Source: an optimization exercise on an open RTL-to-GDS flow (aim: small area, a short achievable clock period and few clock cycles per item). Production flows keep margins and buffers that such runs may drop. The RTL was checked by simulation tests, not by an equivalence proof against the original design. Power is estimated from default activity; no workload was simulated.

`flow/flow/run.sh`:
```
#!/bin/bash
set -euo pipefail
cd "$(dirname "$0")/.."
bash standard.sh finish SETUP_SLACK_MARGIN=6.6 TNS_END_PERCENT=10 \
    "BUFFER_PORTS_ARGS=-buffer_cell sky130_fd_sc_hd__buf_4" > flow_make.log 2>&1
```
`flow/standard.sh`:
```
#!/bin/bash
# synth_recipe.tcl (not shown) runs the flow's synth.tcl, then flattens the netlist and writes it again
# the make line also repeats each setting of config.mk as NAME=value (left out here)
make -C /OpenROAD-flow-scripts/flow DESIGN_CONFIG=/design/flow/config.mk WORK_HOME=/design/flow/orfs CLKGATE_MAP_FILE= SYNTH_SCRIPT=/design/flow/synth_recipe.tcl "${@:-finish}"
```
`flow/config.mk`:
```
export PLATFORM = sky130hd
export DESIGN_NAME = hb_rx
export DESIGN_NICKNAME = hb_rx
export VERILOG_FILES = /design/flow/design.v
export SDC_FILE = /design/flow/constraint.sdc
export NUM_CORES = 4
export LEC_CHECK = 0
export CAP_MARGIN = 20
export CORE_MARGIN = 2
export CORE_UTILIZATION = 40
export CTS_CLUSTER_DIAMETER = 80
export CTS_CLUSTER_SIZE = 24
export SLEW_MARGIN = 20
```
`flow/constraint.sdc`:
```
create_clock -name core_clock -period 10.0 [get_ports {clk}]
set_input_delay 2.0000 -clock core_clock [delete_from_list [all_inputs] [get_ports {clk}]]
set_output_delay 2.0000 -clock core_clock [all_outputs]
set_load 0.01 [all_outputs]
```
`flow/design.v`:
```
module hb_rx (
    input  wire       clk,
    input  wire       rst,         
    input  wire       in_valid,
    output wire       in_ready,
    input  wire [7:0] in_data,
    output wire       ev_valid,
    input  wire       ev_ready,
    output wire [7:0] ev_data
);
    localparam integer PMAX = 242;
    localparam integer RL   = PMAX;         
    localparam [7:0]   RLM  = RL - 1;
    localparam [2:0] P_SEARCH = 3'd0,    
                     P_LINK   = 3'd1,
                     P_LEN    = 3'd2,
                     P_METH   = 3'd3,    
                     P_PATH   = 3'd4,
                     P_SKIP   = 3'd5;    
    localparam [1:0] M_GET = 2'd0, M_POST = 2'd1, M_OTHER = 2'd2;
    localparam [7:0] CH_CR = 8'h0D;
    reg  [7:0] xb;            
    reg        xv;
    reg  [7:0] sb;            
    reg        sv;
    wire       proc;          
    reg  k_plus, k_i, k_p, k_d, k_comma, k_colon, k_dig, k_lf, k_sp;
    reg  k_g, k_e, k_t, k_o, k_s;
    assign in_ready = !sv;
    wire take = in_valid && !sv;
    wire [7:0] nb     = sv ? sb : in_data;
    wire       load_x = sv ? proc : (take && (!xv || proc));
    always @(posedge clk) begin
        if (rst) begin
            xv <= 1'b0;
            sv <= 1'b0;
        end else if (sv) begin
            if (proc)
                sv <= 1'b0;
        end else if (take) begin
            if (!xv || proc)
                xv <= 1'b1;
            else
                sv <= 1'b1;
        end else if (proc)
            xv <= 1'b0;
        if (take)
            sb <= in_data;
        if (load_x) begin
            xb      <= nb;
            k_plus  <= (nb == "+");
            k_i     <= (nb == "I");
            k_p     <= (nb == "P");
            k_d     <= (nb == "D");
            k_comma <= (nb == ",");
            k_colon <= (nb == ":");
            k_dig   <= (nb >= "0") && (nb <= "9");
            k_lf    <= (nb == 8'h0A);
            k_sp    <= (nb == " ");
            k_g     <= (nb == "G");
            k_e     <= (nb == "E");
            k_t     <= (nb == "T");
            k_o     <= (nb == "O");
            k_s     <= (nb == "S");
        end
    end
    reg [2:0]  pstate;
    reg [8:0]  rx_len;        
    reg [2:0]  mpos;          
    reg [9:0]  link;          
    reg [1:0]  link_n;
    reg [16:0] lenv;          
    reg [2:0]  len_n;
    reg [2:0]  mi;            
    reg        g_ok, p_ok;
    reg [1:0]  method;        
    reg        pend_v;        
    reg [7:0]  pend;
    reg [7:0]  plen;          
    reg [7:0]  plen1;         
    reg        pend_w;        
    reg [7:0]  wslot;         
    reg [7:0]  s0;            
    reg [7:0]  tm;            
    reg [7:0]  ring [0:RL-1];
    wire [7:0] tm1    = (tm == RLM) ? 8'd0 : tm + 8'd1;         
    wire [7:0] wslot1 = (wslot == RLM) ? 8'd0 : wslot + 8'd1;   
    reg        f_files;       
    reg        f_card;        
    reg        f_qm;          
    reg [3:0]  mk;            
    reg        f_mf;          
    reg [1:0]  js;            
    reg       marker_hit, get_hit, post_hit;
    reg [7:0] files_c, card_c, mf_c;
    always @(*) begin
        case (mpos)
            3'd0: marker_hit = k_plus;
            3'd1: marker_hit = k_i;
            3'd2: marker_hit = k_p;
            3'd3: marker_hit = k_d;
            default: marker_hit = k_comma;
        endcase
        case (mi)
            3'd0: get_hit = k_g;
            3'd1: get_hit = k_e;
            3'd2: get_hit = k_t;
            3'd3: get_hit = k_sp;
            default: get_hit = 1'b0;
        endcase
        case (mi)
            3'd0: post_hit = k_p;
            3'd1: post_hit = k_o;
            3'd2: post_hit = k_s;
            3'd3: post_hit = k_t;
            default: post_hit = k_sp;
        endcase
        case (plen)
            8'd0: files_c = "/";
            8'd1: files_c = "f";
            8'd2: files_c = "i";
            8'd3: files_c = "l";
            8'd4: files_c = "e";
            default: files_c = "s";
        endcase
        case (plen)
            8'd0: card_c = "/";
            8'd1: card_c = "c";
            8'd2: card_c = "a";
            8'd3: card_c = "r";
            8'd4: card_c = "d";
            8'd5: card_c = "d";
            8'd6: card_c = "a";
            8'd7: card_c = "t";
            default: card_c = "a";
        endcase
        case (mk)
            4'd0:  mf_c = "a";
            4'd1:  mf_c = "c";
            4'd2:  mf_c = "t";
            4'd3:  mf_c = "i";
            4'd4:  mf_c = "o";
            4'd5:  mf_c = "n";
            4'd6:  mf_c = "=";
            4'd7:  mf_c = "m";
            4'd8:  mf_c = "f";
            4'd9:  mf_c = "k";
            4'd10: mf_c = "e";
            4'd11: mf_c = "y";
            4'd12: mf_c = "3";
            default: mf_c = "2";
        endcase
    end
    wire [3:0] dval = xb[3:0];
    wire       c_files = f_files && (plen < 8'd6) && (pend == files_c);
    wire       c_card  = f_card  && (plen < 8'd9) && (pend == card_c);
    wire       c_qm    = f_qm || (plen == 8'd1 && f_files && pend == "?");
    wire       mk_hit  = (pend == mf_c);
    wire [3:0] c_mk    = f_mf ? mk : (mk_hit ? mk + 4'd1 : ((pend == "a") ? 4'd1 : 4'd0));
    wire       c_mf    = f_mf || (mk_hit && mk == 4'd13);
    wire [1:0] c_js    = (pend == ".") ? 2'd1 :
                         (js == 2'd1 && pend == "j") ? 2'd2 :
                         (js == 2'd2 && pend == "s") ? 2'd3 : 2'd0;
    wire [7:0] c_plen  = plen1;
    wire       fin_add   = (pstate == P_PATH) && pend_v && (pend != CH_CR);
    wire [7:0] fin_plen  = fin_add ? c_plen : plen;
    wire       r_fi = fin_add ? c_files : f_files;
    wire       r_ca = fin_add ? c_card  : f_card;
    wire       r_qm = fin_add ? c_qm    : f_qm;
    wire       r_mf = fin_add ? c_mf    : f_mf;
    wire [1:0] r_js = fin_add ? c_js    : js;
    wire [2:0] fin_route =
        (method == M_OTHER)                         ? 3'd0 :
        (r_fi && fin_plen == 8'd6)                  ? 3'd1 :    
        (r_js == 2'd3)                              ? 3'd2 :    
        r_mf                                        ? 3'd3 :    
        ((r_fi && fin_plen == 8'd1) || r_qm)        ? 3'd4 :    
        (r_ca && fin_plen == 8'd9)                  ? 3'd5 :    
                                                      3'd0;     
    wire [16:0] la = {lenv[13:0], 3'b000};
    wire [16:0] lb = {lenv[15:0], 1'b0};
    wire [16:0] lc = {13'd0, dval};
    wire [16:0] ls = la ^ lb ^ lc;
    wire [16:0] lk = {(la[15:0] & lb[15:0]) | (la[15:0] & lc[15:0]) | (lb[15:0] & lc[15:0]), 1'b0};
    wire [16:0] kg0 = ls & lk;
    wire [16:0] kp0 = ls ^ lk;
    wire [16:0] kg1 = kg0 | (kp0 & {kg0[15:0], 1'b0});
    wire [16:0] kp1 = kp0 & {kp0[15:0], 1'b0};
    wire [16:0] kg2 = kg1 | (kp1 & {kg1[14:0], 2'b0});
    wire [16:0] kp2 = kp1 & {kp1[14:0], 2'b0};
    wire [16:0] kg3 = kg2 | (kp2 & {kg2[12:0], 4'b0});
    wire [16:0] kp3 = kp2 & {kp2[12:0], 4'b0};
    wire [16:0] kg4 = kg3 | (kp3 & {kg3[8:0], 8'b0});
    wire [16:0] kp4 = kp3 & {kp3[8:0], 8'b0};
    wire [16:0] kg5 = kg4 | (kp4 & {kg4[0], 16'b0});
    wire [16:0] len_x10 = kp0 ^ {kg5[15:0], 1'b0};
    wire ovf = rx_len[8];      
    wire link_dig = k_dig && link_n != 2'd3;
    wire link_end = k_comma && link_n != 2'd0 && link[9:8] == 2'd0;
    wire len_dig  = k_dig && len_n != 3'd5;
    wire len_end  = k_colon && len_n != 3'd0;
    wire ev_mal = (pstate == P_LINK && !link_dig && !link_end) ||
                  (pstate == P_LEN  && !len_dig  && !len_end);
    wire ev_fin = k_lf && (pstate == P_METH || pstate == P_PATH || pstate == P_SKIP);
    wire ev_new = ovf || ev_mal || ev_fin;
    wire ev_drp = ovf || ev_mal;
    reg        ev_v;          
    reg        ev_vr;         
    reg [7:0]  ev_b;
    reg [7:0]  ecnt;          
    reg        e_drop;
    reg        e_reason;
    reg [2:0]  e_route;
    reg [7:0]  e_plen;
    reg [7:0]  e_lasti;       
    reg [7:0]  rq;            
    reg        qv;            
    reg [15:0] rlo;           
    reg [3:0]  rmid;          
    reg [1:0]  rhi;           
    reg  [7:0] rdist, rrem;
    wire hazard = ev_v && !e_drop && (rdist < rrem);
    wire we     = pend_v && !pend_w && (tm == wslot) && !hazard;
    wire hold_hdr = ev_v && !e_drop &&
                    ((pstate == P_LINK && ecnt == 8'd0) ||
                     ((pstate == P_LEN || pstate == P_METH) && ecnt <= 8'd5));
    wire stall = (ev_new && ev_v) || ((pstate == P_PATH) && pend_v && !pend_w && !we) || hold_hdr;
    assign proc = xv && !stall;
    wire launch = proc && ev_new;
    integer w;
    always @(posedge clk) begin
        tm <= rst ? 8'd0 : tm1;
        ring[0] <= we ? pend : ring[RL - 1];
        for (w = 1; w < RL; w = w + 1)
            ring[w] <= ring[w - 1];
    end
    always @(posedge clk) begin
        if (we)
            pend_w <= 1'b1;
        if (proc && !ovf && pstate == P_PATH && !k_lf && !k_sp) begin
            pend_w <= 1'b0;
            wslot  <= pend_v ? wslot1 : tm1;
            if (!pend_v)
                s0 <= tm1;
        end
    end
    always @(posedge clk) begin
        if (rst) begin
            pstate <= P_SEARCH;
            rx_len <= 9'd0;
            mpos   <= 3'd0;
        end else if (proc) begin
            if (ovf) begin
                rx_len <= 9'd1;
                pstate <= P_SEARCH;
                mpos   <= k_plus ? 3'd1 : 3'd0;
            end else begin
                rx_len <= rx_len + 9'd1;
                case (pstate)
                    P_SEARCH: begin
                        if (marker_hit) begin
                            if (mpos == 3'd4) begin
                                pstate <= P_LINK;
                                link_n <= 2'd0;
                                mpos   <= 3'd0;
                            end else
                                mpos <= mpos + 3'd1;
                        end else
                            mpos <= k_plus ? 3'd1 : 3'd0;
                    end
                    P_LINK: begin
                        if (link_dig) begin
                            link   <= (link_n == 2'd0) ? {6'd0, dval}
                                                       : link * 10'd10 + {6'd0, dval};
                            link_n <= link_n + 2'd1;
                        end else if (link_end) begin
                            pstate <= P_LEN;
                            len_n  <= 3'd0;
                        end else begin
                            rx_len <= 9'd0;
                            pstate <= P_SEARCH;
                        end
                    end
                    P_LEN: begin
                        if (len_dig) begin
                            lenv  <= (len_n == 3'd0) ? {13'd0, dval} : len_x10;
                            len_n <= len_n + 3'd1;
                        end else if (len_end) begin
                            pstate  <= P_METH;
                            mi      <= 3'd0;
                            g_ok    <= 1'b1;
                            p_ok    <= 1'b1;
                            method  <= M_OTHER;
                            pend_v  <= 1'b0;
                            plen    <= 8'd0;
                            plen1   <= 8'd1;
                            js      <= 2'd0;
                            f_files <= 1'b1;
                            f_card  <= 1'b1;
                            f_qm    <= 1'b0;
                            mk      <= 4'd0;
                            f_mf    <= 1'b0;
                        end else begin
                            rx_len <= 9'd0;
                            pstate <= P_SEARCH;
                        end
                    end
                    P_METH: begin
                        if (k_lf) begin
                            rx_len <= 9'd0;
                            pstate <= P_SEARCH;
                        end else begin
                            mi   <= mi + 3'd1;
                            g_ok <= g_ok && get_hit;
                            p_ok <= p_ok && post_hit;
                            if (g_ok && mi == 3'd3 && k_sp) begin
                                method <= M_GET;
                                pstate <= P_PATH;
                            end else if (p_ok && mi == 3'd4 && k_sp) begin
                                method <= M_POST;
                                pstate <= P_PATH;
                            end else if (!(g_ok && get_hit) && !(p_ok && post_hit))
                                pstate <= P_SKIP;
                        end
                    end
                    P_PATH: begin
                        if (k_lf) begin
                            rx_len <= 9'd0;
                            pstate <= P_SEARCH;
                        end else begin
                            if (pend_v) begin
                                plen    <= c_plen;
                                plen1   <= plen1 + 8'd1;
                                f_files <= c_files;
                                f_card  <= c_card;
                                f_qm    <= c_qm;
                                mk      <= c_mk;
                                f_mf    <= c_mf;
                                js      <= c_js;
                            end
                            if (k_sp) begin
                                pend_v <= 1'b0;
                                pstate <= P_SKIP;
                            end else begin
                                pend_v <= 1'b1;
                                pend   <= xb;
                            end
                        end
                    end
                    P_SKIP: begin
                        if (k_lf) begin
                            rx_len <= 9'd0;
                            pstate <= P_SEARCH;
                        end
                    end
                    default: pstate <= P_SEARCH;
                endcase
            end
        end
    end
    wire e_last = (ecnt == e_lasti);
    reg [7:0] e_byte;         
    always @(*) begin
        if (e_drop)
            e_byte = {7'd0, e_reason};
        else begin
            case (ecnt)
                8'd0: e_byte = link[7:0];
                8'd1: e_byte = lenv[7:0];
                8'd2: e_byte = lenv[15:8];
                8'd3: e_byte = {7'd0, lenv[16]};
                8'd4: e_byte = 8'd0;
                8'd5: e_byte = {6'd0, method};
                8'd6: e_byte = {5'd0, e_route};
                8'd7: e_byte = e_plen;
                8'd8: e_byte = 8'd0;
                default: e_byte = rq;
            endcase
        end
    end
    reg [7:0] rsel;
    integer j;
    always @(*) begin
        rsel = 8'd0;
        for (j = 0; j < 64; j = j + 1)
            rsel = rsel | (ring[j] & {8{rlo[j % 16] && rmid[j / 16]}});
    end
    wire [7:0] f0     = (tm >= s0) ? tm - s0 : tm - s0 + RL;   
    wire [7:0] f01    = (f0 == RLM) ? 8'd0 : f0 + 8'd1;
    wire [7:0] rdist1 = (rdist == RLM) ? 8'd0 : rdist + 8'd1;
    wire       e_free = !ev_vr || ev_ready;
    wire       e_path = !e_drop && (ecnt >= 8'd9);
    wire       e_load = e_free && !e_last && (!e_path || qv);
    wire       e_take = e_load && e_path;
    wire       fetch  = ev_v && !e_drop && (rrem != 8'd0) && (rhi == 2'd0) && (!qv || e_take);
    integer g;
    always @(posedge clk) begin
        if (rst) begin
            ev_v  <= 1'b0;
            ev_vr <= 1'b0;
        end else if (!ev_v) begin
            ev_v  <= launch;
            ev_vr <= launch;
        end else if (e_free) begin
            if (e_last) begin
                ev_v  <= 1'b0;
                ev_vr <= 1'b0;
            end else
                ev_vr <= !e_path || qv;
        end
    end
    always @(posedge clk) begin
        if (!ev_v) begin
            ev_b     <= ev_drp ? 8'h83 : 8'h82;
            ecnt     <= 8'd0;
            e_drop   <= ev_drp;
            e_reason <= ovf;
            e_route  <= fin_route;
            e_plen   <= fin_plen;
            e_lasti  <= 8'd255;
            qv       <= 1'b0;
            rrem     <= fin_plen;
            rdist    <= f01;
            for (g = 0; g < 16; g = g + 1)
                rlo[g] <= (f0[3:0] == g);
            for (g = 0; g < 4; g = g + 1)
                rmid[g] <= (f0[5:4] == g);
            rhi      <= f0[7:6];
        end else begin
            if (ecnt == 8'd0)
                e_lasti <= e_drop ? 8'd1 : e_plen + 8'd9;
            if (e_load) begin
                ecnt <= ecnt + 8'd1;
                ev_b <= e_byte;
            end
            if (fetch) begin
                rq   <= rsel;
                qv   <= 1'b1;
                rrem <= rrem - 8'd1;
            end else begin
                if (e_take)
                    qv <= 1'b0;
                rdist <= rdist1;
                if (rdist == 8'd0) begin
                    rlo  <= 16'd1;
                    rmid <= 4'd1;
                    rhi  <= 2'd0;
                end else begin
                    rlo <= {rlo[14:0], rlo[15]};
                    if (rlo[15]) begin
                        rmid <= {rmid[2:0], rmid[3]};
                        if (rmid[3])
                            rhi <= rhi + 2'd1;
                    end
                end
            end
        end
    end
    assign ev_valid = ev_vr;
    assign ev_data  = ev_b;
endmodule
```
==> flow_summary_export.csv, run 1 <==
group,metric,value,unit
min_path,hp-start,"ring[152][5]",
final_layout,mostFrequentLayoutCells,"1,989 x dfxtp_1, 187 x edfxtp_1, 159 x a22oi_1",
critical_path,crit_arrival,1.39,ns
run_status,status,"no timing/DRC/antenna violations",
cts,clkTransAtPathRegs,0.09,ns
critical_path,worstSetupEndpointType,"output pin",
critical_path,worstPathCellList,"buf_4",
critical_path,max_stage_delay,0.47,ns
cts,clock_tree.root_cell,"clkbuf_16",
final_layout,mostFrequentLayoutCell,"dfxtp_1",
timing,setup_viol,0,
yosys,ys.flop_type,"dfxtp_1",
detailed_routing,routed_wl,98400,µm
pwr,swShare,0.207,
die,die_area,145000,µm²
placed_design,place_hpwl,58800,µm
critical_path,crit_fanout,1,
yosys,synthArstFlopShare,0,
detailed_routing,wl_per_cell,16.8,µm
global_route,grt_use_total,0.134,
die,die_w,380,µm
yosys,syn-num-nets,3997,
pwr,power.internal,10.8,mW
cts,clk_latency,0.74,ns
timing,period_needed,3.39,ns
timing,fin_crit_sh,0.339,
timing,finClkSkew,0.0276,ns
critical_path,r2r-start,"xb[3]",
die,initial_core_util,0.401,
global_route,grt_pass1_vias,27100,
detailed_routing,drc,0,
yosys,synth_edf_count,187,
flow_run,cap_violations,0,
placed_design,place_area,59000,µm²
die,fp.dieH,380,µm
global_route,grt_max_degree,48,
timing,worst_pin_slew,0.979,ns
placed_design,gp_congestion,0.820,
critical_path,r2r_end,"lenv[15]",
pwr,clkPwrFrac,0.326,
final_layout,final_area,62100,µm²
detailed_routing,drtPass1Iterations,8,
min_path,hold_depth,0,
timing,relSlewSlack,0.347,
timing,tns,0,ns
detailed_routing,first_iter_violations,2346,
detailed_routing,viasPerCell,4.75,
global_route,antenna_found_initial,3,
detailed_routing,antenna_left,0,
detailed_routing,num_vias,27900,
critical_path,slowest_stage,"edfxtp_1",
timing,slew_violations,0,
pwr,p_per_area,219,nW/µm²
pwr,p_seq_frac,0.652,
yosys,syn_area_per_cell,14.6,µm²
yosys,synth_cells,3883,
yosys,synth_warnings,2,
yosys,syn-cell-area,56600,µm²
final_layout,drive_above_1_share,0.0642,
yosys,synth.ff_latch_count,2180,
min_path,whs_endpoint,"ring[153][5]",
cts,cts_tree,"built",
pwr,leakagePower,23.6,nW
pwr,p_switching,2.82,mW
timing,finalHoldViolCount,0,
final_layout,final_util,0.440,
timing,rsz0062_at_grt,"true",
critical_path,crit_buf_inv,1,
yosys,seq_area_frac_synth,0.804,
critical_path,worstPathRequired,8.00,ns
yosys,ys_types,91,
die,rows,138,
placed_design,port-buffer-count,21,
critical_path,r2r_cells,10,
pwr,p_total,13.6,mW
pwr,vdd_drop_max,183,µV
final_layout,n_fill_cell,12600,
die,core_area,141000,µm²
critical_path,crit_type,"flop to output pin",
timing,max_freq,295,MHz
final_layout,synthToLayoutAreaGrowth,9.64,%
critical_path,rrSetupSlack,6.62,ns
global_route,grt_pass1_wl,156000,µm
pwr,power_frac_comb,0.022,
cts,clock_path_buffers,3,
min_path,hold_path_class,"flop to flop",
cts,h-tree-depth,3,
final_layout,antenna_cells,0,
final_layout,fin_nets,4052,
cts,cts_made_buffers,102,
global_route,overflow,0,
cts,clkSinkCount,2180,
critical_path,cp_top_family,"flip-flops",
critical_path,crit_path_start_kind,"flop",
die,num_io_pins,22,
synthesized netlist by cell type, drive strengths merged, types with 21 or more instances:
cell type  count  area, µm²
a21oi         88        452
clkbuf        88        330
nor4          24        171
nand4         45        282
xor2          48        420
nor3          43        226
o21ai         68        340
inv          105        394
edfxtp       187       5620
a22oi        159       1190
nor2         155        582
mux2i         27        283
xnor2         63        552
nand2        130        490
a22o          48        420
nand2b        21        131
a221oi        21        184
dfxtp       1993      39900
a222oi        34        340
nand3         98        490
o22ai         26        163
ha            97       1210
buf           34        149
logic make-up (layout without fill, tap and decap cells):
logic type | Yosys count | after routing | synth area share
muxes | 43 | 43 | 0.00817
adders and majority gates | 102 | 102 | 0.0232
xor gates and xnor gates | 112 | 112 | 0.0176
buffers and inverters | 228 | 315 | 0.0155
AOI/OAI and AO/OA | 595 | 595 | 0.0765
DFF | 2180 | 2180 | 0.804
and+or+nand+nor | 623 | 623 | 0.0554
metrics by stage:
stage                     hold WS (ns)  worst slack (ns)  instances
after floorplan                  0.310              6.49       3883
after global placement           0.310              5.91       5705
after detailed placement         0.312              5.86       5705
after CTS                        0.312              6.39       5848
after global routing             0.318              6.43       5860
final                            0.311              6.61       5860
registers in the layout, indices dropped and copies added, names as in the netlist, 9 cells and up, named ones only:
name    count
lenv       17
link       10
ring     1936
rlo        16
rx_len      9
power by group through the flow:
| stage | Sequential (mW) | Combinational (mW) | Clock, mW |
|---|---|---|---|
| final | 8.87 | 0.298 | 4.43 |
| after global routing | 8.87 | 0.316 | 4.91 |
| after CTS | 8.86 | 0.290 | 4.59 |
| after detailed placement | 9.07 | 0.282 | 0 |
| after global placement | 9.07 | 0.282 | 0 |
| after floorplan | 9.04 | 0.176 | 0 |
how the worst max path moves through the flow:
stage / startpoint / slack [ns] / endpoint / depth (start not counted)
5_1_grt: xb[3] / 6.43 / lenv[15] / 10
4_1_cts: xb[3] / 6.39 / lenv[15] / 10
2_1_floorplan: ev_ready / 6.49 / rrem[0] / 6
6_report: ev_b[0] / 6.61 / ev_data[0] / 1
3_5_place_dp: rst / 5.86 / mf_c[0] / 7
3_3_place_gp: rst / 5.91 / mf_c[1] / 7
per-layer routing:
| metal | GRT usage | wire (µm) |
|---|---|---|
| met1 | 0.202 | 49100 |
| met3 | 0.0261 | 5590 |
| met4 | 0.0394 | 2350 |
| met5 | 0 | 13 |
| met2 | 0.194 | 41400 |
repair_timing:
action                     CTS  global route
pin swaps                    4             5
setup buffers                7            12
setup endpoints to repair  150           144
gates resized for setup     22            14
hold buffers                 0             0
layout make-up:
| type | instances | area [µm²] | share of cell area |
|---|---|---|---|
| flip-flops and latches | 2180 | 45500 | 0.733 |
| repair buffers | 73 | 573 | 0.00923 |
| inverters | 106 | 402 | 0.00647 |
| multi-input cells | 1475 | 10400 | 0.168 |
| clock buffers | 123 | 2630 | 0.0424 |
| well taps | 1890 | 2360 | 0.0381 |
| clock inverters | 13 | 164 | 0.00264 |
Testbench counts, summed over its fixed seeds: cycles 26,059, items 480.
==> inputs of run 2 (changes only) <==
--- a/flow/config.mk
+++ b/flow/config.mk
@@ -7,7 +7,7 @@
 export LEC_CHECK = 0
 export CAP_MARGIN = 20
 export CORE_MARGIN = 2
-export CORE_UTILIZATION = 40
+export CORE_UTILIZATION = 50
 export CTS_CLUSTER_DIAMETER = 80
-export CTS_CLUSTER_SIZE = 24
+export CTS_CLUSTER_SIZE = 28
 export SLEW_MARGIN = 20
==> flow_summary_export.csv, run 2 <==
group,metric,value,unit
run_status,status,"no timing/DRC/antenna violations",
detailed_routing,first_iter_violations,2035,
placed_design,gp_congestion,0.820,
timing,fin_ws,6.56,ns
die,fp.dieH,341,µm
global_route,antenna_found_initial,6,
critical_path,crit_type,"flop to output pin",
yosys,synth_cells,3883,
final_layout,regMostFlops,"ring",
timing,fin_crit_sh,0.344,
timing,rsz0062_at_grt,"true",
global_route,grt_pass1_wl,153000,µm
detailed_routing,routed_wl,97100,µm
final_layout,final_util,0.547,
die,rows,123,
yosys,synthTopCellsByArea,"dfxtp_1 70%, edfxtp_1 9.9%, ha_1 2.1%, a22oi_1 2.1%, nor2_1 1.0%",
yosys,synthTopCellsByCount,"1,993 x dfxtp_1, 187 x edfxtp_1, 159 x a22oi_1",
detailed_routing,antenna_left,0,
global_route,overflow,0,
final_layout,mostFrequentLayoutCell,"dfxtp_1",
final_layout,final_area,61500,µm²
global_route,grt_pass1_vias,26900,
cts,clock_tree.root_cell,"clkbuf_16",
critical_path,max_stage_delay,0.47,ns
cts,h-tree-depth,3,
detailed_routing,drc,0,
critical_path,slowest_stage,"dfxtp_4",
yosys,synth.ff_latch_count,2180,
critical_path,crit_fanout,12,
placed_design,place_hpwl,57700,µm
yosys,ys.flop_type,"dfxtp_1",
die,die_w,341,µm
die,initial_core_util,0.504,
timing,whs,0.305,ns
pwr,p_total,13.5,mW
timing,tns,0,ns
final_layout,largest_register_ffs,1936,
yosys,seq_area_frac_synth,0.804,
cts,clk_latency,0.72,ns
detailed_routing,viasPerCell,5.07,
detailed_routing,drtPass1Iterations,6,
timing,period_needed,3.44,ns
yosys,synth_warnings,2,
critical_path,worstSetupEndpointType,"output pin",
placed_design,place_ws,5.95,ns
die,core_area,112000,µm²
critical_path,crit_path_start_kind,"flop",
final_layout,fin_nets,4031,
final_layout,synthToLayoutAreaGrowth,8.51,%
cts,clkSinkCount,2180,
detailed_routing,wl_per_cell,17.8,µm
timing,worst_pin_slew,0.863,ns
global_route,grt_use_total,0.166,
timing,relSlewSlack,0.424,
final_layout,top_regs,"ring x1936, lenv x17, rlo x16",
yosys,yosysTopAreaCell,"dfxtp_1",
yosys,synth_top_cell_area_share,0.704,
placed_design,port-buffer-count,21,
cts,clkTransAtPathRegs,0.10,ns
pwr,p_per_area,220,nW/µm²
global_route,grt_max_degree,48,
timing,max_freq,291,MHz
timing,finalHoldViolCount,0,
yosys,syn-num-nets,3997,
timing,slew_violations,0,
placed_design,dp.cells,5313,
die,num_io_pins,22,
yosys,synth_edf_count,187,
final_layout,stdcell_count,5449,
final_layout,mostFrequentLayoutCells,"1,990 x dfxtp_1, 187 x edfxtp_1, 159 x a22oi_1",
flow_run,cap_violations,0,
placed_design,place_area,58500,µm²
yosys,syn_area_per_cell,14.6,µm²
final_layout,antenna_cells,0,
timing,finClkSkew,0.0358,ns
yosys,syn-cell-area,56600,µm²
final_layout,drive_above_1_share,0.0610,
yosys,synth.most_common_cell,"dfxtp_1",
cts,cts_made_buffers,91,
critical_path,worstPathCellList,"inv_1 > buf_4",
detailed_routing,num_vias,27600,
timing,setup_viol,0,
cts,cts_tree,"built",
yosys,ys_types,91,
cts,clock_path_buffers,3,
pwr,leakagePower,23.5,nW
yosys,synthArstFlopShare,0,
pwr,vdd_drop_max,157,µV
critical_path,worstPathRequired,8.00,ns
min_path,hold_path_class,"flop to flop",
die,die_area,116000,µm²
critical_path,crit_arrival,1.44,ns
[run 2: final timing paths]
path / startpoint / endpoint / slack (ns) / depth (start not counted)
worst min-delay path: ring[107][2] / ring[108][2] / 0.31 / 0
worst max register to register: rlo[12] / rq[2] / 6.57 / 8
worst max-delay path: sv / in_ready / 6.56 / 2
worst min register to register: ring[107][2] / ring[108][2] / 0.31 / 0
[run 2: critical path, delay by kind of cell (launching register included)]
family	cells	cell delay, ns
buffers and inverters	2	0.25
flip-flops	1	0.47
[run 2: kinds of logic after synthesis]
kind of cell / count (synthesis) / share of synthesized area
fa+ha+maj: 102 / 0.0232
mux: 43 / 0.00817
buf+inv: 228 / 0.0155
simple gates: 623 / 0.0554
xor+xnor: 112 / 0.0176
flops: 2180 / 0.804
compound gates: 595 / 0.0765
[run 2: per-layer routing]
layer | wire (µm) | GRT usage | share of wire | vias up
li1 | - | - | - | 13400
met1 | 48800 | 0.254 | 0.50 | 13300
met2 | 40600 | 0.243 | 0.42 | 655
met3 | 5060 | 0.0257 | 0.052 | 153
met4 | 2610 | 0.0505 | 0.027 | 2
met5 | 13 | 0 | 0.00013 | -
[run 2: cell type report]
class                   count  area [µm²]
flip-flops and latches   2180       45500
fillers                  9216       50900
clock buffers             111        2440
multi-input cells        1475       10500
well taps                1500        1880
inverters                 106         402
clock inverters            14         255
repair buffers             63         510
[run 2: power breakdown]
part | internal (mW) | switching (mW) | total [mW]
Sequential | 8.82 | 0.0497 | 8.87
Clock | 1.79 | 2.54 | 4.33
Combinational | 0.0778 | 0.216 | 0.294
Total | 10.7 | 2.80 | 13.5
[run 2: repair_timing]
| item | CTS | global route |
|---|---|---|
| gates resized for setup | 19 | 22 |
| setup endpoints to repair | 150 | 157 |
| hold buffers | 0 | 0 |
| setup buffers | 5 | 6 |
| pin swaps | 3 | 7 |
==> inputs of run 3 (changes only) <==
--- a/flow/design.v
+++ b/flow/design.v
@@ -80,11 +80,12 @@
     reg [7:0]  plen1;         
     reg        pend_w;        
     reg [7:0]  wslot;         
-    reg [7:0]  s0;            
+    reg [7:0]  age;           
     reg [7:0]  tm;            
     reg [7:0]  ring [0:RL-1];
     wire [7:0] tm1    = (tm == RLM) ? 8'd0 : tm + 8'd1;         
     wire [7:0] wslot1 = (wslot == RLM) ? 8'd0 : wslot + 8'd1;   
+    wire [7:0] age1   = (age == RLM) ? 8'd0 : age + 8'd1;       
     reg        f_files;       
     reg        f_card;        
     reg        f_qm;          
@@ -234,15 +235,15 @@
         for (w = 1; w < RL; w = w + 1)
             ring[w] <= ring[w - 1];
     end
+    wire new_pb = proc && !ovf && pstate == P_PATH && !k_lf && !k_sp;
     always @(posedge clk) begin
         if (we)
             pend_w <= 1'b1;
-        if (proc && !ovf && pstate == P_PATH && !k_lf && !k_sp) begin
+        if (new_pb) begin
             pend_w <= 1'b0;
             wslot  <= pend_v ? wslot1 : tm1;
-            if (!pend_v)
-                s0 <= tm1;
         end
+        age <= (new_pb && !pend_v) ? 8'd0 : age1;
     end
     always @(posedge clk) begin
         if (rst) begin
@@ -385,8 +386,8 @@
         for (j = 0; j < 64; j = j + 1)
             rsel = rsel | (ring[j] & {8{rlo[j % 16] && rmid[j / 16]}});
     end
-    wire [7:0] f0     = (tm >= s0) ? tm - s0 : tm - s0 + RL;   
-    wire [7:0] f01    = (f0 == RLM) ? 8'd0 : f0 + 8'd1;
+    wire [7:0] f0     = age;               
+    wire [7:0] f01    = age1;
     wire [7:0] rdist1 = (rdist == RLM) ? 8'd0 : rdist + 8'd1;
     wire       e_free = !ev_vr || ev_ready;
     wire       e_path = !e_drop && (ecnt >= 8'd9);
--- a/flow/config.mk
+++ b/flow/config.mk
@@ -7,7 +7,7 @@
 export LEC_CHECK = 0
 export CAP_MARGIN = 20
 export CORE_MARGIN = 2
-export CORE_UTILIZATION = 50
+export CORE_UTILIZATION = 40
 export CTS_CLUSTER_DIAMETER = 80
-export CTS_CLUSTER_SIZE = 28
+export CTS_CLUSTER_SIZE = 24
 export SLEW_MARGIN = 20
==> flow_summary_export.csv, run 3 <==
group,metric,value,unit
critical_path,rrSetupSlack,6.63,ns
detailed_routing,first_iter_violations,2141,
die,core_area,139000,µm²
flow_run,cap_violations,0,
min_path,hold_depth,0,
critical_path,worstSetupEndpointType,"output pin",
critical_path,r2r-start,"link_n[0]",
yosys,synthTopCellsByCount,"2,001 x dfxtp_1, 179 x edfxtp_1, 139 x a22oi_1",
final_layout,antenna_cells,0,
timing,fin_crit_sh,0.343,
timing,tns,0,ns
die,fp.dieH,378,µm
final_layout,n_fill_cell,12500,
final_layout,largest_register_ffs,1936,
run_status,status,"no timing/DRC/antenna violations",
final_layout,multi_input_area,9920,µm²
final_layout,mostFrequentLayoutCell,"dfxtp_1",
timing,setup_viol,0,
placed_design,place_hpwl,57600,µm
timing,worst_pin_slew,0.952,ns
cts,clock_tree.root_cell,"clkbuf_16",
die,die_area,143000,µm²
yosys,synthTopCellsByArea,"dfxtp_1 72%, edfxtp_1 9.6%, ha_1 2.0%, a22oi_1 1.9%, nand3_1 1.2%",
global_route,grt_pass1_wl,151000,µm
die,num_io_pins,22,
yosys,synth.most_common_cell,"dfxtp_1",
global_route,grt_use_total,0.134,
detailed_routing,routed_wl,97200,µm
final_layout,drive_above_1_share,0.0670,
detailed_routing,drc,0,
cts,clkTransAtPathRegs,0.10,ns
yosys,syn-cell-area,56000,µm²
yosys,synthArstFlopShare,0,
pwr,leakagePower,23.4,nW
critical_path,worstPathCellList,"buf_6",
critical_path,worstPathRequired,8.00,ns
critical_path,startpoint,"ev_b[7]",
critical_path,crit_arrival,1.43,ns
yosys,syn_area_per_cell,14.7,µm²
die,rows,137,
timing,period_needed,3.43,ns
die,die_w,378,µm
pwr,p_per_area,229,nW/µm²
detailed_routing,wl_per_cell,16.9,µm
cts,cts_tree,"built",
placed_design,gp_congestion,0.826,
timing,relSlewSlack,0.363,
yosys,seq_area_frac_synth,0.811,
min_path,hp-start,"ring[133][2]",
critical_path,r2r_cells,10,
yosys,ys.flop_type,"dfxtp_1",
detailed_routing,num_vias,27100,
yosys,synth_cells,3798,
cts,clkSinkCount,2180,
yosys,ys_types,86,
detailed_routing,antenna_left,0,
yosys,synth_warnings,2,
yosys,syn-num-nets,3902,
yosys,synth.ff_latch_count,2180,
critical_path,crit_buf_inv,1,
detailed_routing,drtPass1Iterations,8,
cts,clock_path_buffers,3,
critical_path,slowest_stage,"edfxtp_1",
cts,cts_made_buffers,102,
final_layout,fin_nets,3953,
detailed_routing,viasPerCell,4.71,
global_route,grt_pass1_vias,26400,
yosys,yosysTopAreaCell,"dfxtp_1",
placed_design,port-buffer-count,21,
cts,h-tree-depth,3,
placed_design,place_ws,5.40,ns
critical_path,crit_fanout,1,
global_route,overflow,0,
critical_path,max_stage_delay,0.53,ns
final_layout,mostFrequentLayoutCells,"1,999 x dfxtp_1, 179 x edfxtp_1, 139 x a22oi_1",
cts,clk_latency,0.73,ns
critical_path,cp_top_family,"flip-flops",
die,initial_core_util,0.402,
timing,fin_ws,6.57,ns
final_layout,synthToLayoutAreaGrowth,9.71,%
timing,finalHoldViolCount,0,
final_layout,regMostFlops,"ring",
final_layout,top_regs,"ring x1936, lenv x17, rlo x16",
critical_path,crit_path_start_kind,"flop",
yosys,synth_edf_count,179,
timing,max_freq,291,MHz
timing,finClkSkew,0.0453,ns
critical_path,crit_type,"flop to output pin",
final_layout,regArea,45400,µm²
cts,hold_buffers,0,
global_route,antenna_found_initial,3,
global_route,grt_max_degree,53,
pwr,vdd_drop_max,164,µV
yosys,synth_top_cell_area_share,0.715,
timing,slew_violations,0,
timing,rsz0062_at_grt,"true",
min_path,whs_endpoint,"ring[134][2]",
min_path,hold_path_class,"flop to flop",
[run 3: cell count changes after synthesis, moves of 9 or more]
cell	delta
nand3_1	+36
nor2_1	-25
inv_1	-23
a22oi_1	-20
a22o_1	+15
o21ai_0	-15
xnor2_1	-12
or3b_2	+10
ha_1	-9
[run 3: per-layer routing]
metal,vias up,GRT usage,routed length [µm]
met4,0,0.0389,2380
li1,13100,-,-
met1,13200,0.199,48700
met5,-,0,0
met3,167,0.0299,5680
met2,610,0.194,40400
[run 3: final cells by class]
class / instances / area share
repair buffers: 66 / 0.00853
clock buffers: 120 / 0.0432
repair inverters: 1 / 0.0000815
inverters: 82 / 0.00507
clock inverters: 13 / 0.00379
flip-flops and latches: 2180 / 0.740
well taps: 1876 / 0.0382
multi-input cells: 1416 / 0.162
[run 3: cell families (layout without fill, tap and decap cells)]
group,count (synthesis),in the layout,share of synthesized area
buf+inv,203,282,0.0142
xor+xnor,99,99,0.0155
fa+ha+maj,92,92,0.0211
simple gates,654,655,0.0605
flops,2180,2180,0.811
mux,47,47,0.00900
compound gates,523,523,0.0684
[run 3: worst max path at each step]
stage                     cells after the start  slack, ns          to
final                                         1       6.57  ev_data[7]
after global routing                         10       6.43        flop
after CTS                                    10       6.37    lenv[16]
after detailed placement                      7       5.40     rrem[7]
after global placement                        7       5.48     rrem[1]
after floorplan                               6       6.15     rrem[0]
[run 3: metrics by stage]
step / area, µm² / cells / hold slack [ns] / util / power [mW]
6_report: 61400 / 5754 / 0.300 / 0.441 / 14.0
5_1_grt: 61400 / 5754 / 0.316 / 0.441 / 14.6
4_1_cts: 61200 / 5740 / 0.306 / 0.440 / 14.2
3_5_place_dp: 58300 / 5605 / 0.312 / 0.419 / 9.76
3_3_place_gp: 58300 / 5605 / 0.310 / 0.419 / 9.76
2_1_floorplan: 56000 / 3798 / 0.310 / - / 9.48
[run 3: what timing repair did]
item / 4_1_cts / 5_1_grt
pin swaps: 1 / 4
gates resized for setup: 12 / 13
hold endpoints to repair: 0 / 0
setup endpoints to repair: 109 / 115
gates cloned: 1 / 1
buffers inserted: 1 / 13
[run 3: worst register-to-register path, stage by stage (launching register included)]
cell      delay, ns
edfxtp_1       0.38
inv_1          0.06
ha_1           0.37
nor4b_4        0.37
nor3_1         0.14
nor3_4         0.28
a31oi_4        0.20
a211o_4        0.43
or3_4          0.48
mux2i_2        0.28
mux2_4         0.32
[run 3: power by group]
part,switching (mW),total (mW),internal (mW),leakage (nW)
registers,0.102,8.96,8.86,17.9
clock network,2.57,4.48,1.91,1.39
logic,0.466,0.612,0.146,4.03
total,3.13,14.0,10.9,23.4
Testbench counts of run 3, summed over its fixed seeds: cycles 26,059, items 480.
==> inputs of run 4 (changes only) <==
--- a/flow/design.v
+++ b/flow/design.v
@@ -93,7 +93,7 @@
     reg        f_mf;          
     reg [1:0]  js;            
     reg       marker_hit, get_hit, post_hit;
-    reg [7:0] files_c, card_c, mf_c;
+    reg [7:0] files_c, card_c;
     always @(*) begin
         case (mpos)
             3'd0: marker_hit = k_plus;
@@ -135,28 +135,18 @@
             8'd7: card_c = "t";
             default: card_c = "a";
         endcase
-        case (mk)
-            4'd0:  mf_c = "a";
-            4'd1:  mf_c = "c";
-            4'd2:  mf_c = "t";
-            4'd3:  mf_c = "i";
-            4'd4:  mf_c = "o";
-            4'd5:  mf_c = "n";
-            4'd6:  mf_c = "=";
-            4'd7:  mf_c = "m";
-            4'd8:  mf_c = "f";
-            4'd9:  mf_c = "k";
-            4'd10: mf_c = "e";
-            4'd11: mf_c = "y";
-            4'd12: mf_c = "3";
-            default: mf_c = "2";
-        endcase
     end
     wire [3:0] dval = xb[3:0];
     wire       c_files = f_files && (plen < 8'd6) && (pend == files_c);
     wire       c_card  = f_card  && (plen < 8'd9) && (pend == card_c);
     wire       c_qm    = f_qm || (plen == 8'd1 && f_files && pend == "?");
-    wire       mk_hit  = (pend == mf_c);
+    wire       mk_hit  = (mk == 4'd0  && pend == "a") || (mk == 4'd1  && pend == "c") ||
+                         (mk == 4'd2  && pend == "t") || (mk == 4'd3  && pend == "i") ||
+                         (mk == 4'd4  && pend == "o") || (mk == 4'd5  && pend == "n") ||
+                         (mk == 4'd6  && pend == "=") || (mk == 4'd7  && pend == "m") ||
+                         (mk == 4'd8  && pend == "f") || (mk == 4'd9  && pend == "k") ||
+                         (mk == 4'd10 && pend == "e") || (mk == 4'd11 && pend == "y") ||
+                         (mk == 4'd12 && pend == "3") || (mk >= 4'd13 && pend == "2");
     wire [3:0] c_mk    = f_mf ? mk : (mk_hit ? mk + 4'd1 : ((pend == "a") ? 4'd1 : 4'd0));
     wire       c_mf    = f_mf || (mk_hit && mk == 4'd13);
     wire [1:0] c_js    = (pend == ".") ? 2'd1 :
@@ -383,7 +373,7 @@
     integer j;
     always @(*) begin
         rsel = 8'd0;
-        for (j = 0; j < 64; j = j + 1)
+        for (j = 0; j < 48; j = j + 1)
             rsel = rsel | (ring[j] & {8{rlo[j % 16] && rmid[j / 16]}});
     end
     wire [7:0] f0     = age;               
@@ -393,7 +383,7 @@
     wire       e_path = !e_drop && (ecnt >= 8'd9);
     wire       e_load = e_free && !e_last && (!e_path || qv);
     wire       e_take = e_load && e_path;
-    wire       fetch  = ev_v && !e_drop && (rrem != 8'd0) && (rhi == 2'd0) && (!qv || e_take);
+    wire       fetch  = ev_v && !e_drop && (rrem != 8'd0) && (rhi == 2'd0) && !rmid[3] && (!qv || e_take);
     integer g;
     always @(posedge clk) begin
         if (rst) begin
==> flow_summary_export.csv, run 4 <==
group,metric,value,unit
cts,cts_made_buffers,102,
cts,h-tree-depth,3,
cts,clock_path_buffers,3,
pwr,vdd_drop_max,163,µV
cts,clock_tree.root_cell,"clkbuf_16",
yosys,ys_types,86,
die,core_area,136000,µm²
timing,finalHoldViolCount,0,
cts,cts_tree,"built",
detailed_routing,routed_wl,87500,µm
final_layout,top_regs,"ring x1936, lenv x17, rlo x16",
global_route,antenna_found_initial,0,
timing,rsz0062_at_grt,"true",
timing,fin_crit_sh,0.349,
pwr,leakagePower,23.1,nW
timing,worst_pin_slew,0.873,ns
final_layout,mostFrequentLayoutCell,"dfxtp_1",
timing,slew_violations,0,
critical_path,worstPathRequired,8.00,ns
global_route,grt_use_total,0.124,
final_layout,synthToLayoutAreaGrowth,9.58,%
detailed_routing,num_vias,25400,
timing,tns,0,ns
final_layout,mostFrequentLayoutCells,"1,993 x dfxtp_1, 179 x edfxtp_1, 125 x nand2_1",
final_layout,n_fill_cell,11900,
die,rows,135,
yosys,syn-num-nets,3702,
yosys,ys.flop_type,"dfxtp_1",
final_layout,largest_register_ffs,1936,
critical_path,max_stage_delay,0.57,ns
run_status,status,"no timing/DRC/antenna violations",
cts,clk_latency,0.75,ns
die,num_io_pins,22,
min_path,hold_path_class,"flop to flop",
yosys,synthArstFlopShare,0,
critical_path,slowest_stage,"dfxtp_1",
yosys,yosysTopAreaCell,"dfxtp_1",
die,fp.dieH,374,µm
detailed_routing,drtPass1Iterations,7,
critical_path,crit_fanout,2,
final_layout,fin_nets,3763,
timing,period_needed,3.49,ns
pwr,p_per_area,221,nW/µm²
timing,finClkSkew,0.0469,ns
placed_design,place_hpwl,51600,µm
yosys,syn_area_per_cell,15.2,µm²
detailed_routing,drc,0,
global_route,grt_pass1_wl,139000,µm
final_layout,final_util,0.443,
critical_path,crit_path_start_kind,"flop",
final_layout,antenna_cells,0,
global_route,overflow,0,
yosys,synthTopCellsByCount,"1,995 x dfxtp_1, 179 x edfxtp_1, 126 x nand2_1",
cts,clkSinkCount,2174,
cts,clkTransAtPathRegs,0.09,ns
die,die_w,374,µm
global_route,grt_pass1_vias,24900,
detailed_routing,antenna_left,0,
final_layout,regMostFlops,"ring",
critical_path,cp_top_family,"flip-flops",
final_layout,multi_input_area,8880,µm²
yosys,synth_edf_count,179,
global_route,grt_max_degree,47,
critical_path,worstSetupEndpointType,"output pin",
placed_design,gp_congestion,0.820,
yosys,synth.most_common_cell,"dfxtp_1",
final_layout,regArea,45300,µm²
yosys,synth_warnings,2,
detailed_routing,wl_per_cell,16.0,µm
cts,hold_buffers,0,
flow_run,cap_violations,0,
yosys,syn-cell-area,54800,µm²
yosys,synthTopCellsByArea,"dfxtp_1 73%, edfxtp_1 9.8%, ha_1 2.1%, a22oi_1 1.3%, a22o_1 1.1%",
yosys,synth.ff_latch_count,2174,
yosys,synth_top_cell_area_share,0.729,
timing,setup_viol,0,
timing,max_freq,286,MHz
yosys,seq_area_frac_synth,0.827,
critical_path,worstPathCellList,"buf_4",
detailed_routing,viasPerCell,4.65,
die,initial_core_util,0.404,
die,die_area,140000,µm²
detailed_routing,first_iter_violations,1974,
placed_design,port-buffer-count,21,
critical_path,crit_buf_inv,1,
critical_path,crit_type,"flop to output pin",
yosys,synth_cells,3596,
final_layout,drive_above_1_share,0.0653,
critical_path,crit_arrival,1.49,ns
timing,relSlewSlack,0.418,
run 4: cell types whose count changed in the layout (fill, tap and decap cells not counted), sizes merged, moves of 10 or more:
cell / delta
a222oi: -15
a22oi: -42
xor2: -16
nand3: -59
nand2b: -12
xnor2: +10
nor3: -18
or3b: -10
or3: -10
a221oi: +28
a21oi: -37
run 4: repair_timing:
action | CTS | global route
pin swaps | 3 | 2
gates resized for setup | 3 | 6
endpoints found under the setup margin | 106 | 90
buffers inserted | 5 | 3
cloned | 0 | 1
run 4: report_power, final:
group / switching, mW / internal [mW]
clock network: 2.53 / 1.90
logic: 0.0345 / 0.0210
registers: 0.0105 / 8.76
total: 2.58 / 10.7
run 4: cell families (layout without fill, tap and decap cells):
group | after synthesis | count (layout) | share of synthesized area
adder cells (fa/ha/maj) | 94 | 94 | 0.0220
AO/OA/AOI/OAI | 472 | 472 | 0.0642
AND/OR/NAND/NOR | 537 | 538 | 0.0501
multiplexers | 45 | 45 | 0.00889
buffers and inverters | 181 | 272 | 0.0127
XOR/XNOR | 93 | 93 | 0.0149
flip-flops | 2174 | 2174 | 0.827
run 4: path summary, 6_finish.rpt:
| kind | start | end | slack (ns) | cells past startpoint |
|---|---|---|---|---|
| setup / recovery | ev_vr | ev_valid | 6.51 | 1 |
| hold / removal | ring[82][6] | ring[83][6] | 0.31 | 0 |
| setup reg to reg | link_n[0] | mi[2] | 6.67 | 10 |
| hold reg to reg | ring[82][6] | ring[83][6] | 0.31 | 0 |
run 4: layer usage:
metal | vias to the layer above | share of wire | track usage
li1 | 12400 | - | -
met1 | 12300 | 0.51 | 0.189
met2 | 547 | 0.41 | 0.175
met3 | 149 | 0.049 | 0.0219
met4 | 0 | 0.031 | 0.0449
met5 | - | 0 | 0
run 4: metrics by stage:
stage	setup WS (ns)	std cells	hold slack (ns)	power, mW	instance area, µm²
2_1_floorplan	6.43	3596	0.310	9.01	54800
3_3_place_gp	5.84	5325	0.310	9.03	57000
3_5_place_dp	5.81	5325	0.312	9.03	57000
4_1_cts	6.35	5465	0.316	13.4	60000
5_1_grt	6.48	5469	0.319	13.7	60000
6_report	6.51	5469	0.315	13.3	60000
run 4: cell type report:
class,count,area share
clock buffer,122,0.0441
clock inverter,13,0.00329
inverter,80,0.00511
multi-input combinational,1242,0.148
sequential,2174,0.755
tap,1781,0.0371
timing repair buffer,57,0.00755
Testbench counts of run 4, summed over its fixed seeds: cycles 26,059, items 480.
==> inputs of run 5 (changes only) <==
==> flow/flow/run.sh (replaced) <==
#!/bin/bash
set -euo pipefail
cd "$(dirname "$0")/.."
bash standard.sh finish SETUP_SLACK_MARGIN=6.6 TNS_END_PERCENT=100 \
    "BUFFER_PORTS_ARGS=-buffer_cell sky130_fd_sc_hd__buf_4" > flow_make.log 2>&1
==> flow_summary_export.csv, run 5 <==
group,metric,value,unit
final_layout,fin_nets,3759,
pwr,leakagePower,23.1,nW
die,die_area,140000,µm²
timing,setup_viol,0,
pwr,vdd_drop_max,177,µV
final_layout,largest_register_ffs,1936,
timing,finClkSkew,0.0568,ns
yosys,syn-cell-area,54800,µm²
yosys,synth.most_common_cell,"dfxtp_1",
global_route,grt_use_total,0.122,
pwr,p_seq_frac,0.659,
pwr,power_frac_comb,0.004,
detailed_routing,antenna_left,0,
critical_path,crit_buf_inv,1,
timing,period_needed,3.43,ns
detailed_routing,drtPass1Iterations,9,
global_route,overflow,0,
timing,rsz0062_at_grt,"true",
critical_path,crit_fanout,1,
die,core_area,136000,µm²
yosys,synth_top_cell_area_share,0.729,
cts,hold_buffers,0,
die,num_io_pins,22,
yosys,synth_cells,3596,
final_layout,n_fill_cell,12000,
cts,clkSinkCount,2174,
yosys,synth_edf_count,179,
timing,max_freq,292,MHz
yosys,ys.flop_type,"dfxtp_1",
cts,cts_made_buffers,102,
timing,fin_crit_sh,0.343,
cts,cts_tree,"built",
detailed_routing,wl_per_cell,15.9,µm
flow_run,cap_violations,0,
final_layout,regMostFlops,"ring",
cts,clkTransAtPathRegs,0.10,ns
final_layout,mostFrequentLayoutCell,"dfxtp_1",
run_status,status,"no timing/DRC/antenna violations",
timing,finalHoldViolCount,0,
final_layout,drive_above_1_share,0.0649,
placed_design,place_hpwl,51000,µm
die,initial_core_util,0.404,
pwr,clkPwrFrac,0.337,
critical_path,crit_type,"flop to output pin",
yosys,synthArstFlopShare,0,
pwr,swShare,0.193,
timing,tns,0,ns
detailed_routing,num_vias,25200,
final_layout,final_area,60100,µm²
cts,h-tree-depth,3,
placed_design,port-buffer-count,21,
detailed_routing,first_iter_violations,1972,
min_path,hold_path_class,"flop to flop",
final_layout,synthToLayoutAreaGrowth,9.70,%
final_layout,multi_input_area,8900,µm²
yosys,syn_area_per_cell,15.2,µm²
yosys,syn-num-nets,3702,
timing,worst_pin_slew,0.938,ns
placed_design,gp_congestion,0.802,
critical_path,worstSetupEndpointType,"output pin",
critical_path,crit_path_start_kind,"flop",
final_layout,top_regs,"ring x1936, lenv x17, rlo x16",
timing,relSlewSlack,0.374,
pwr,p_switching,2.57,mW
critical_path,slowest_stage,"edfxtp_1",
global_route,grt_pass1_wl,137000,µm
yosys,synth.ff_latch_count,2174,
yosys,synth_warnings,2,
critical_path,worstPathCellList,"buf_6",
yosys,seq_area_frac_synth,0.827,
critical_path,max_stage_delay,0.53,ns
cts,clk_latency,0.76,ns
die,rows,135,
pwr,p_per_area,222,nW/µm²
final_layout,regArea,45300,µm²
detailed_routing,routed_wl,86800,µm
timing,slew_violations,0,
critical_path,cp_top_family,"flip-flops",
detailed_routing,viasPerCell,4.62,
yosys,ys_types,86,
yosys,synthTopCellsByCount,"1,995 x dfxtp_1, 179 x edfxtp_1, 126 x nand2_1",
global_route,grt_pass1_vias,24600,
yosys,synthTopCellsByArea,"dfxtp_1 73%, edfxtp_1 9.8%, ha_1 2.1%, a22oi_1 1.3%, a22o_1 1.1%",
die,fp.dieH,374,µm
pwr,power.internal,10.7,mW
yosys,yosysTopAreaCell,"dfxtp_1",
final_layout,mostFrequentLayoutCells,"1,993 x dfxtp_1, 179 x edfxtp_1, 125 x nand2_1",
detailed_routing,drc,0,
global_route,grt_max_degree,47,
critical_path,worstPathRequired,8.00,ns
cts,clock_tree.root_cell,"clkbuf_16",
global_route,antenna_found_initial,2,
cts,clock_path_buffers,3,
final_layout,antenna_cells,0,
placed_design,place_area,57000,µm²
die,die_w,374,µm
critical_path,crit_arrival,1.43,ns
## run 5: cell counts after synthesis
No cell type changed its count.
## run 5: cells by family after synthesis
family | synth area share
xor+xnor | 0.0149
flops | 0.827
simple gates | 0.0501
buf+inv | 0.0127
mux | 0.00889
fa+ha+maj | 0.0220
compound gates | 0.0642
## run 5: repair_timing
item,CTS,global route
gates resized for setup,13,7
setup buffers,1,4
endpoints found under the setup margin,15,99
gates cloned,1,1
pin swaps,1,3
endpoints found under the hold margin,0,0
## run 5: power groups by stage
stage	Sequential, mW	Combinational, mW	Clock [mW]
after global routing	8.78	0.0602	4.95
after CTS	8.77	0.0541	4.66
after floorplan	8.97	0.0386	0
after detailed placement	8.98	0.0528	0
after global placement	8.98	0.0522	0
final	8.77	0.0543	4.49
## run 5: cell type report
type                            instances  area share
Sequential cell                      2174       0.754
Timing Repair Buffer                   52     0.00741
Inverter                               80     0.00510
Clock buffer                          123      0.0452
Tap cell                             1781      0.0371
Multi-Input combinational cell       1242       0.148
Clock inverter                          8     0.00285
Timing Repair inverter                  1    0.000125
## run 5: through the flow
| stage | hold slack, ns | power, mW | std cells | utilization | setup WS (ns) |
|---|---|---|---|---|---|
| after floorplan | 0.310 | 9.01 | 3596 | - | 6.61 |
| after global placement | 0.309 | 9.03 | 5323 | 0.420 | 6.18 |
| after detailed placement | 0.312 | 9.03 | 5323 | 0.421 | 6.12 |
| after CTS | 0.291 | 13.5 | 5456 | 0.442 | 6.49 |
| after global routing | 0.303 | 13.8 | 5461 | 0.443 | 6.51 |
| final | 0.301 | 13.3 | 5461 | 0.443 | 6.57 |
## run 5: layer usage
layer | vias up | track usage | part of all wire
met4 | 0 | 0.0395 | 0.029
met5 | - | 0 | 0
met3 | 149 | 0.0258 | 0.052
li1 | 12400 | - | -
met1 | 12200 | 0.184 | 0.51
met2 | 535 | 0.174 | 0.41
## run 5: final timing paths
path,from,end,depth (start not counted),slack (ns)
min reg2reg,ring[237][5],ring[238][5],0,0.30
min,ring[237][5],ring[238][5],0,0.30
max reg2reg,ecnt[1],rdist[7],8,6.76
max,ev_b[4],ev_data[4],1,6.57
==> inputs of run 6 (changes only) <==
==> flow/flow/run.sh (replaced) <==
#!/bin/bash
set -euo pipefail
cd "$(dirname "$0")/.."
bash standard.sh finish SETUP_SLACK_MARGIN=6.8 TNS_END_PERCENT=100 \
    "BUFFER_PORTS_ARGS=-buffer_cell sky130_fd_sc_hd__buf_4" > flow_make.log 2>&1
==> flow_summary_export.csv, run 6 <==
group,metric,value,unit
cts,clkSinkCount,2174,
pwr,vdd_drop_max,169,µV
final_layout,drive_above_1_share,0.0681,
global_route,grt_pass1_vias,24900,
yosys,syn_area_per_cell,15.2,µm²
detailed_routing,wl_per_cell,15.9,µm
timing,max_freq,291,MHz
pwr,p_per_area,220,nW/µm²
yosys,ys_types,86,
detailed_routing,drtPass1Iterations,6,
die,die_w,374,µm
final_layout,n_fill_cell,12000,
global_route,antenna_found_initial,2,
yosys,synth_warnings,2,
pwr,power_frac_comb,0.004,
yosys,syn-cell-area,54800,µm²
pwr,power.internal,10.7,mW
final_layout,final_area,60200,µm²
timing,rsz0062_at_grt,"true",
yosys,synthArstFlopShare,0,
detailed_routing,drc,0,
min_path,hold_path_class,"flop to flop",
critical_path,crit_fanout,1,
critical_path,worstPathRequired,8.00,ns
final_layout,top_regs,"ring x1936, lenv x17, rlo x16",
timing,setup_viol,0,
placed_design,port-buffer-count,21,
cts,clock_path_buffers,3,
final_layout,mostFrequentLayoutCell,"dfxtp_1",
yosys,synth_top_cell_area_share,0.729,
final_layout,mostFrequentLayoutCells,"1,992 x dfxtp_1, 179 x edfxtp_1, 125 x nand2_1",
critical_path,crit_path_start_kind,"flop",
cts,cts_made_buffers,101,
timing,worst_pin_slew,0.962,ns
cts,hold_buffers,0,
critical_path,crit_buf_inv,1,
die,fp.dieH,374,µm
critical_path,crit_arrival,1.44,ns
yosys,synth-xor-area-share,0.0149,
cts,clock_tree.root_cell,"clkbuf_16",
detailed_routing,antenna_left,0,
detailed_routing,num_vias,25400,
critical_path,slowest_stage,"edfxtp_1",
final_layout,synthToLayoutAreaGrowth,9.84,%
placed_design,place_hpwl,51300,µm
global_route,overflow,0,
yosys,ys.flop_type,"dfxtp_1",
final_layout,fin_nets,3765,
yosys,yosysTopAreaCell,"dfxtp_1",
global_route,grt_max_degree,47,
yosys,synth_edf_count,179,
run_status,status,"no timing/DRC/antenna violations",
timing,tns,0,ns
yosys,synth_simple_gate_area_frac,0.0501,
global_route,grt_pass1_wl,139000,µm
cts,clk_latency,0.74,ns
placed_design,place_area,57100,µm²
final_layout,regMostFlops,"ring",
global_route,grt_use_total,0.124,
timing,period_needed,3.44,ns
pwr,p_switching,2.56,mW
cts,clkTransAtPathRegs,0.10,ns
final_layout,final_util,0.444,
detailed_routing,first_iter_violations,1925,
timing,fin_crit_sh,0.344,
timing,fin_ws,6.56,ns
die,initial_core_util,0.404,
detailed_routing,viasPerCell,4.64,
yosys,synthTopCellsByCount,"1,995 x dfxtp_1, 179 x edfxtp_1, 126 x nand2_1",
cts,h-tree-depth,3,
die,rows,135,
die,core_area,136000,µm²
pwr,p_total,13.2,mW
placed_design,place_ws,6.31,ns
pwr,leakagePower,23.1,nW
die,num_io_pins,22,
yosys,synth.most_common_cell,"dfxtp_1",
yosys,muxShareOfSynthArea,0.00889,
final_layout,largest_register_ffs,1936,
critical_path,worstSetupEndpointType,"output pin",
yosys,seq_area_frac_synth,0.827,
critical_path,cp_top_family,"flip-flops",
timing,finalHoldViolCount,0,
critical_path,max_stage_delay,0.52,ns
yosys,synth_top_family_by_area,"compound AO/OA/AOI/OAI gates",
timing,relSlewSlack,0.357,
yosys,synth_compound_area_frac,0.0642,
detailed_routing,routed_wl,86900,µm
yosys,synthTopCellsByArea,"dfxtp_1 73%, edfxtp_1 9.8%, ha_1 2.1%, a22oi_1 1.3%, a22o_1 1.1%",
pwr,clkPwrFrac,0.333,
yosys,synth_cells,3596,
flow_run,cap_violations,0,
pwr,p_seq_frac,0.662,
critical_path,worstPathCellList,"buf_6",
cts,cts_tree,"built",
pwr,swShare,0.193,
timing,slew_violations,0,
die,die_area,140000,µm²
yosys,synth_fa_ha_area_frac,0.0220,
placed_design,gp_congestion,0.807,
timing,finClkSkew,0.0576,ns
yosys,synth.ff_latch_count,2174,
critical_path,crit_type,"flop to output pin",
yosys,syn-num-nets,3702,
-- run 6: cell type report --
type | count | area, µm² | share of cell area
Antenna cell | 1 | 2.50 | 0.0000416
Clock buffer | 121 | 2650 | 0.0440
Clock inverter | 11 | 170 | 0.00283
Inverter | 80 | 319 | 0.00530
Multi-Input combinational cell | 1242 | 8950 | 0.149
Sequential cell | 2174 | 45300 | 0.753
Tap cell | 1781 | 2230 | 0.0370
Timing Repair Buffer | 59 | 526 | 0.00873
Timing Repair inverter | 1 | 7.51 | 0.000125
-- run 6: cells by family after synthesis --
group                      count (synthesis)
AOI/OAI and AO/OA                        472
DFF                                     2174
buffers and inverters                    181
muxes                                     45
adders and majority gates                 94
and+or+nand+nor                          537
xor gates and xnor gates                  93
-- run 6: final timing paths --
check / startpoint / end / slack (ns) / cells after the start
min: ring[239][3] / ring[240][3] / 0.31 / 0
min reg2reg: ring[239][3] / ring[240][3] / 0.31 / 0
max reg2reg: lenv[2] / lenv[16] / 6.95 / 9
max: ev_b[3] / ev_data[3] / 6.56 / 1
-- run 6: power by group through the flow --
stage               clock network (mW)  registers, mW  logic (mW)
floorplan                            0           8.97      0.0391
CTS                               4.58           8.77      0.0568
global route                      4.89           8.78      0.0640
finish                            4.42           8.77      0.0573
global placement                     0           8.98      0.0529
detailed placement                   0           8.98      0.0536
-- run 6: what timing repair did --
action / CTS / global route
endpoints found under the setup margin: 120 / 128
pin swaps: 4 / 3
gates resized for setup: 19 / 10
buffers inserted: 7 / 4
cloned: 2 / 0
-- run 6: routing by layer --
metal  track usage  wire length [µm]  vias to the layer above
met5             0                 0                        -
met4        0.0411              2530                        0
met3        0.0244              4440                      150
met2         0.174             35100                      523
met1         0.188             44800                    12300
li1              -                 -                    12400
-- run 6: per-stage QoR --
stage	std cells	hold WS, ns
5_1_grt	5469	0.306
3_3_place_gp	5323	0.309
4_1_cts	5465	0.284
6_report	5470	0.306
3_5_place_dp	5324	0.312
2_1_floorplan	3596	0.310

==> static timing again, ports no longer ideal <==
No port has a modelled driver above. Below, the same layouts with a new extraction and two added sets of constraints. Step 1 assumes that a clkbuf_16 drives the clock port and a buf_2 every other input. Step 2 moves the port delays by t, midway between the first and last clock arrival at a register: inputs arrive t later, outputs are due t later. That takes back most of the time a late clock gives input paths. Three values: ideal, step 1, step 2; two values: the first two.
run | t (ns) | slack for setup (ns) | slew at the worst register clock pin (ns)
run 1 | 0.787 | 6.612 / 6.543 / 5.962 | 0.10 / 0.10
run 2 | 0.760 | 6.564 / 6.499 / 5.901 | 0.12 / 0.12
run 3 | 0.778 | 6.569 / 6.501 / 5.880 | 0.10 / 0.10
run 4 | 0.789 | 6.509 / 6.445 / 6.179 | 0.11 / 0.11
run 5 | 0.787 | 6.574 / 6.508 / 6.395 | 0.10 / 0.10
run 6 | 0.773 | 6.564 / 6.498 / 6.591 | 0.11 / 0.11
After both steps setup and hold are still met in every run listed. For run 3, which loses most, drivers alone change the setup slack by -0.068 ns; drivers and shift together by -0.689 ns.
